Background: an optimization exercise with open tools, aiming at small area, a short achievable clock period and few clock cycles per item. Do not read the settings as production practice.
In this exercise RTL edits were held to simulation tests only and were not proved equivalent to the original.
Power figures rest on the tool's default switching activity, not on a simulated workload.

== onyx ==
==> flow/design.v <==
module apt_frame_parser (
    input  wire        clk,
    input  wire        rst,
    input  wire        in_valid,
    input  wire [7:0]  in_data,
    output wire        in_ready,
    output wire        out_valid,
    input  wire        out_ready,
    output reg  [1:0]  out_kind,
    output wire [1:0]  out_err,
    output reg  [15:0] out_msgid,
    output reg  [6:0]  out_dest,
    output reg  [7:0]  out_source,
    output reg         out_long,
    output reg  [7:0]  out_param1,
    output reg  [7:0]  out_param2,
    output reg  [63:0] out_f0,
    output reg  [31:0] out_f1,
    output reg  [31:0] out_f2,
    output wire [31:0] out_f3,
    output wire [12:0] out_status
);
    reg         oval;        
    reg         inpay;       
    reg         far;         
    reg         kn;          
    reg  [15:0] q;           
    reg         err_enum;    
    reg  [12:0] st;          
    reg  [2:0]  f3h;         
    reg  [7:0]  nx0;
    reg         rdy;
    assign in_ready   = rdy;
    assign out_valid  = oval;
    assign out_err    = {err_enum, !err_enum};
    assign out_status = st;
    assign out_f3     = {16'd0, f3h, st};
    wire        take = in_valid && in_ready;
    wire [7:0]  d    = in_data;
    wire [15:0] len  = {out_param2, out_param1};
    wire        hdr5 = !inpay && q[2:0] == 3'd5;
    wire        last = hdr5 ? (!out_long || len == 16'd0) : (inpay && q == len);
    function h(input integer k);
        h = take && !inpay && q[2:0] == k;
    endfunction
    function p(input integer k);
        p = take && inpay && !far && q[3:0] == k - 5;
    endfunction
    wire        c1  = kn && out_msgid[3:0] == 4'h1;
    wire        c2  = kn && out_msgid[3:0] == 4'h2;
    wire        c3  = kn && out_msgid[3:0] == 4'h3;
    wire        c4  = kn && out_msgid[3:0] == 4'h4;
    wire        c5  = kn && out_msgid[3:0] == 4'h5;
    wire        c6  = kn && out_msgid[3:0] == 4'h6;
    wire        c7  = kn && out_msgid[3:0] == 4'h7;
    wire        c8  = kn && out_msgid[3:0] == 4'h8;
    wire        known = kn;
    wire        kn_d = d == 8'h10 && nx0[7:4] == 4'h0 &&
                       nx0[3:0] != 4'h0 && nx0[3:0] <= 4'h8;
    wire        l4   = len[15:2] == 14'd0;
    wire        l6   = len[15:3] == 13'd0 && len[2:1] != 2'b11;
    wire        l8   = len[15:3] == 13'd0;
    wire        l14  = len[15:4] == 12'd0 && len[3:1] != 3'b111;
    wire        lshort = c2 ? l6 : c4 ? l4 : c8 ? l8 : l14;
    wire        too_short = (c2 | c3 | c4 | c6 | c7 | c8) && (!out_long || lshort);
    wire        bad_enum  = c1 && out_param2 != 8'd1 && out_param2 != 8'd2;
    wire [18:0] adc = {3'd0, d, out_f1[7:0]} + {1'b0, d, out_f1[7:0], 2'b00};
    wire [7:0]  dz = d & {8{inpay}};
    wire        at0 = !inpay && q[2:0] == 3'd0;
    always @(posedge clk) begin
        if (rst)
            rdy <= 1'b1;
        else
            rdy <= (take && last) || !oval || out_ready || (at0 && !take);
    end
    always @(posedge clk) begin
        if (rst) begin
            oval  <= 1'b0;
            inpay <= 1'b0;
            far   <= 1'b0;
            q     <= 16'd0;
        end else begin
            if (out_ready)
                oval <= 1'b0;
            if (take) begin
                if (last) begin
                    oval  <= 1'b1;
                    inpay <= 1'b0;
                    far   <= 1'b0;
                    q     <= 16'd0;
                end else if (hdr5) begin
                    inpay <= 1'b1;
                    q     <= 16'd1;
                end else begin
                    q     <= q + 16'd1;
                    if (inpay && q[3:0] == 4'd14)
                        far <= 1'b1;
                end
            end
        end
    end
    wire c2378 = c2 | c3 | c7 | c8;
    wire c237  = c2 | c3 | c7;
    wire c37   = c3 | c7;
    wire n15   = !(c1 | c5);
    always @(posedge clk) begin
        if (h(0)) nx0 <= d;
        if (h(1)) begin
            out_msgid       <= {d, nx0};
            kn              <= kn_d;
        end
        if (h(2)) out_param1      <= d;
        if (h(3)) out_param2      <= d;
        if (h(4)) begin
            out_long <= d[7];
            out_dest <= d[6:0];
        end
        if (h(5)) begin
            out_source <= d;
            out_kind   <= !known ? 2'd1 : (too_short || bad_enum) ? 2'd2 : 2'd0;
            err_enum   <= !too_short;
        end
        if (h(2))
            out_f0[7:0] <= {d[7:4] & {4{!c5}}, d[3:0]};
        else if (p(6) && n15)
            out_f0[7:0] <= d;
        else if (p(7) && c4)
            out_f0[7:0] <= adc[7:0];
        if (p(7) && c4)
            out_f0[15:8] <= adc[15:8];
        else if (h(2) || (p(7) && n15))
            out_f0[15:8] <= dz;
        if (p(7) && c4)
            out_f0[23:16] <= {5'd0, adc[18:16]};
        else if (h(2) || (p(8) && c6))
            out_f0[23:16] <= dz;
        if (h(2) || (p(9) && c6))  out_f0[31:24] <= dz;
        if (h(2) || (p(10) && c6)) out_f0[39:32] <= dz;
        if (h(2) || (p(11) && c6)) out_f0[47:40] <= dz;
        if (h(2) || (p(12) && c6)) out_f0[55:48] <= dz;
        if (h(2) || (p(13) && c6)) out_f0[63:56] <= dz;
        if (h(3))
            out_f1[7:0] <= {7'd0, d == 8'd1};
        else if (p(9) && c4)
            out_f1[7:0] <= adc[7:0];
        else if ((p(6) && c4) || (p(8) && n15) || (p(14) && c6))
            out_f1[7:0] <= d;
        if (p(9) && c4)
            out_f1[15:8] <= adc[15:8];
        else if (h(3) || (p(9) && c2378) || (p(15) && c6))
            out_f1[15:8] <= dz;
        if (p(9) && c4)
            out_f1[23:16] <= {5'd0, adc[18:16]};
        else if (p(15) && c6)
            out_f1[23:16] <= {8{d[7]}};
        else if (h(3) || (p(10) && c237))
            out_f1[23:16] <= dz;
        if (p(15) && c6)
            out_f1[31:24] <= {8{d[7]}};
        else if (h(3) || (p(11) && c237))
            out_f1[31:24] <= dz;
        if ((p(10) && c8) || (p(12) && c37) || (p(16) && c6))
            out_f2[7:0] <= d;
        if ((p(11) && c8) || (p(13) && c37) || (p(17) && c6))
            out_f2[15:8] <= d;
        if (h(4) || (p(14) && c3) || (p(18) && c6))
            out_f2[23:16] <= dz;
        if (h(4) || (p(15) && c3) || (p(19) && c6))
            out_f2[31:24] <= dz;
        if (p(12) && c8)
            st[7:0] <= d;
        if (p(13) && c8)
            {f3h, st[12:8]} <= d;
        if (p(16) && c37)
            st[5:0] <= {d[7:4], d[1:0]};
        if (p(17) && c37)
            st[10:6] <= {d[6:4], d[2:1]};
        if (p(19) && c37)
            st[12:11] <= {d[7], d[0]};
    end
endmodule
Settings: LEC_CHECK=0, ABC_AREA=1, CAP_MARGIN=20, CORE_MARGIN=2, CORE_UTILIZATION=40, CTS_CLUSTER_DIAMETER=80, CTS_CLUSTER_SIZE=24, PLACE_DENSITY=0.72, SETUP_SLACK_MARGIN=2.2, SLEW_MARGIN=20; clock period 4.5 ns.
standard.sh (not shown) runs the stock make flow with config.mk's settings and CLKGATE_MAP_FILE= SYNTH_SCRIPT=/design/flow/synth_recipe.tcl, a recipe that flattens the netlist after the stock synthesis.
==> flow/flow/run.sh <==
#!/bin/bash
# The standard layout (the standard.sh) with two changes: port buffers of
# sky130_fd_sc_hd__buf_1, and no full/half-adder cell extraction in synthesis
# (ADDER_MAP_FILE empty), so abc maps the adders for speed.
set -uo pipefail
bash standard.sh "BUFFER_PORTS_ARGS=-buffer_cell sky130_fd_sc_hd__buf_1" "ADDER_MAP_FILE=" finish > standard.log 2>&1
onyx completed every stage of the flow, and the final layout passed the timing, design-rule and antenna checks.
Testbench counts of onyx, summed over its fixed seeds: cycles 48,895, items 3,200.
Setup changes, onyx to sierra
==> flow/flow/run.sh <==
#!/bin/bash
# The standard layout (the standard.sh) with two changes: port buffers of
# sky130_fd_sc_hd__buf_2, and no full/half-adder cell extraction in synthesis
# (ADDER_MAP_FILE empty), so abc maps the adders for speed.
set -uo pipefail
bash standard.sh "BUFFER_PORTS_ARGS=-buffer_cell sky130_fd_sc_hd__buf_2" "ADDER_MAP_FILE=" finish > standard.log 2>&1
--- a/flow/config.mk
+++ b/flow/config.mk
@@ -8 +8 @@
-export ABC_AREA = 1
+export ABC_CLOCK_PERIOD_IN_PS = 2000
@@ -14,2 +14,2 @@
-export PLACE_DENSITY = 0.72
-export SETUP_SLACK_MARGIN = 2.2
+export PLACE_DENSITY = 0.6
+export SETUP_SLACK_MARGIN = 2.0
--- outcome ---
- Peak clock frequency supported by timing sits lower in sierra than in onyx.
- Changes observed in sierra relative to onyx: number of fill cells lower; share of post-route cells with drive strength above 1 increased 22 points; total power decreased by 2.9% relative to the old numbers.
- As far as clock-buffer cell count goes, onyx and sierra are indistinguishable; the numbers are identical.
- sierra reports its destination of the critical timing path as out_f0[14]$_DFFE_PP_ while onyx reports out_f2[9]$_DFFE_PP_.
- sierra vs onyx, footprint of the multi-input gates went up by 230 um2.
- | wire length on met2 | sierra vs onyx | about 7% lower |
Edits applied to the flow inputs when going from sierra to raven:
==> flow/flow/run.sh <==
#!/bin/bash
# The standard layout (the standard.sh) with two changes: port buffers of
# sky130_fd_sc_hd__buf_1, and no full/half-adder cell extraction in synthesis
# (ADDER_MAP_FILE empty), so abc maps the adders for speed.
set -uo pipefail
bash standard.sh "BUFFER_PORTS_ARGS=-buffer_cell sky130_fd_sc_hd__buf_1" "ADDER_MAP_FILE=" finish > standard.log 2>&1
--- a/flow/config.mk
+++ b/flow/config.mk
@@ -15 +15 @@
-export SETUP_SLACK_MARGIN = 2.0
+export SETUP_SLACK_MARGIN = 2.35
- raven | status: complete | timing, DRC, antenna: pass
- Changes observed in raven relative to sierra: design area climbed 8.7%; internal cell power climbed about 1.9%; setup slack after placement dropped 250 ps.
- raven vs. sierra: total power moved up; leakage dissipation moved down; non-clock buffer count moved up.
- On wire length of the first global-routing pass: raven sits above sierra.
Setup changes, raven to cedar
--- a/flow/config.mk
+++ b/flow/config.mk
@@ -15 +15 @@
-export SETUP_SLACK_MARGIN = 2.35
+export SETUP_SLACK_MARGIN = 2.1
Notes after the runs:
On placed wire-length estimate after detailed placement: cedar sits below raven.
[compare] base=raven new=cedar: starting density of the core now sits at about the same level, final worst setup slack down 180 ps, maximum frequency shrank by 7.5%, mean number of vias per cell decreased 1.4%, largest net degree at the start of global routing decreased 12.
Edits applied to the flow inputs when going from cedar to maple:
==> flow/flow/run.sh <==
#!/bin/bash
# The standard layout (the standard.sh) with two changes: port buffers of
# sky130_fd_sc_hd__buf_2, and no full/half-adder cell extraction in synthesis
# (ADDER_MAP_FILE empty), so abc maps the adders for speed.
set -uo pipefail
bash standard.sh "BUFFER_PORTS_ARGS=-buffer_cell sky130_fd_sc_hd__buf_2" "ADDER_MAP_FILE=" finish > standard.log 2>&1
--- a/flow/config.mk
+++ b/flow/config.mk
@@ -15 +15 @@
-export SETUP_SLACK_MARGIN = 2.1
+export SETUP_SLACK_MARGIN = 2.5
==> run notes <==
- Compared with cedar, maple shows a detail-routed via count per cell that is about 1.6% higher.
- Diff cedar -> maple: share of the core filled with cells has increased; maximum ir drop on the vdd rail up about 16%.
- Diff cedar -> maple: total power lost 2.2%; via count has increased; count of placed standard cells including taps fell by 16; design area went up by about 18%; buffer and inverter count on the worst path moved up.

[re-timing with driven ports]
The flow's constraints put no driver on any port. The routed layouts listed below were extracted and timed again, unchanged, in two steps.
Step 1 assumes that a clkbuf_16 drives the clock port and a buf_2 every other input.
Step 2 times the ports against the registers' clock, not the clock port: input delays grow and output delays shrink by t, the midpoint of the rising clock arrivals with the driver on.
a / b / c = ideal / step 1 / step 2; a / b = the first two.
run	shift t [ns]	slack for setup (ns)	latest minus earliest clock arrival (ns)	worst data-port slew with drivers (ns)	pins driven straight from the clock port
onyx	0.526	2.204 / 2.226 / 1.700	0.023 / 0.024	0.07	1
sierra	0.520	2.088 / 2.088 / 1.583	0.026 / 0.026	0.06	1
raven	0.528	2.229 / 2.182 / 1.770	0.020 / 0.020	0.14	1
cedar	0.536	2.044 / 2.044 / 1.595	0.022 / 0.023	0.09	1
maple	0.534	2.278 / 2.241 / 1.736	0.035 / 0.035	0.15	1
After both steps every run listed still meets setup and hold. The setup slack of maple, which loses most, moves by -0.037 ns with the drivers and by -0.542 ns with both steps.
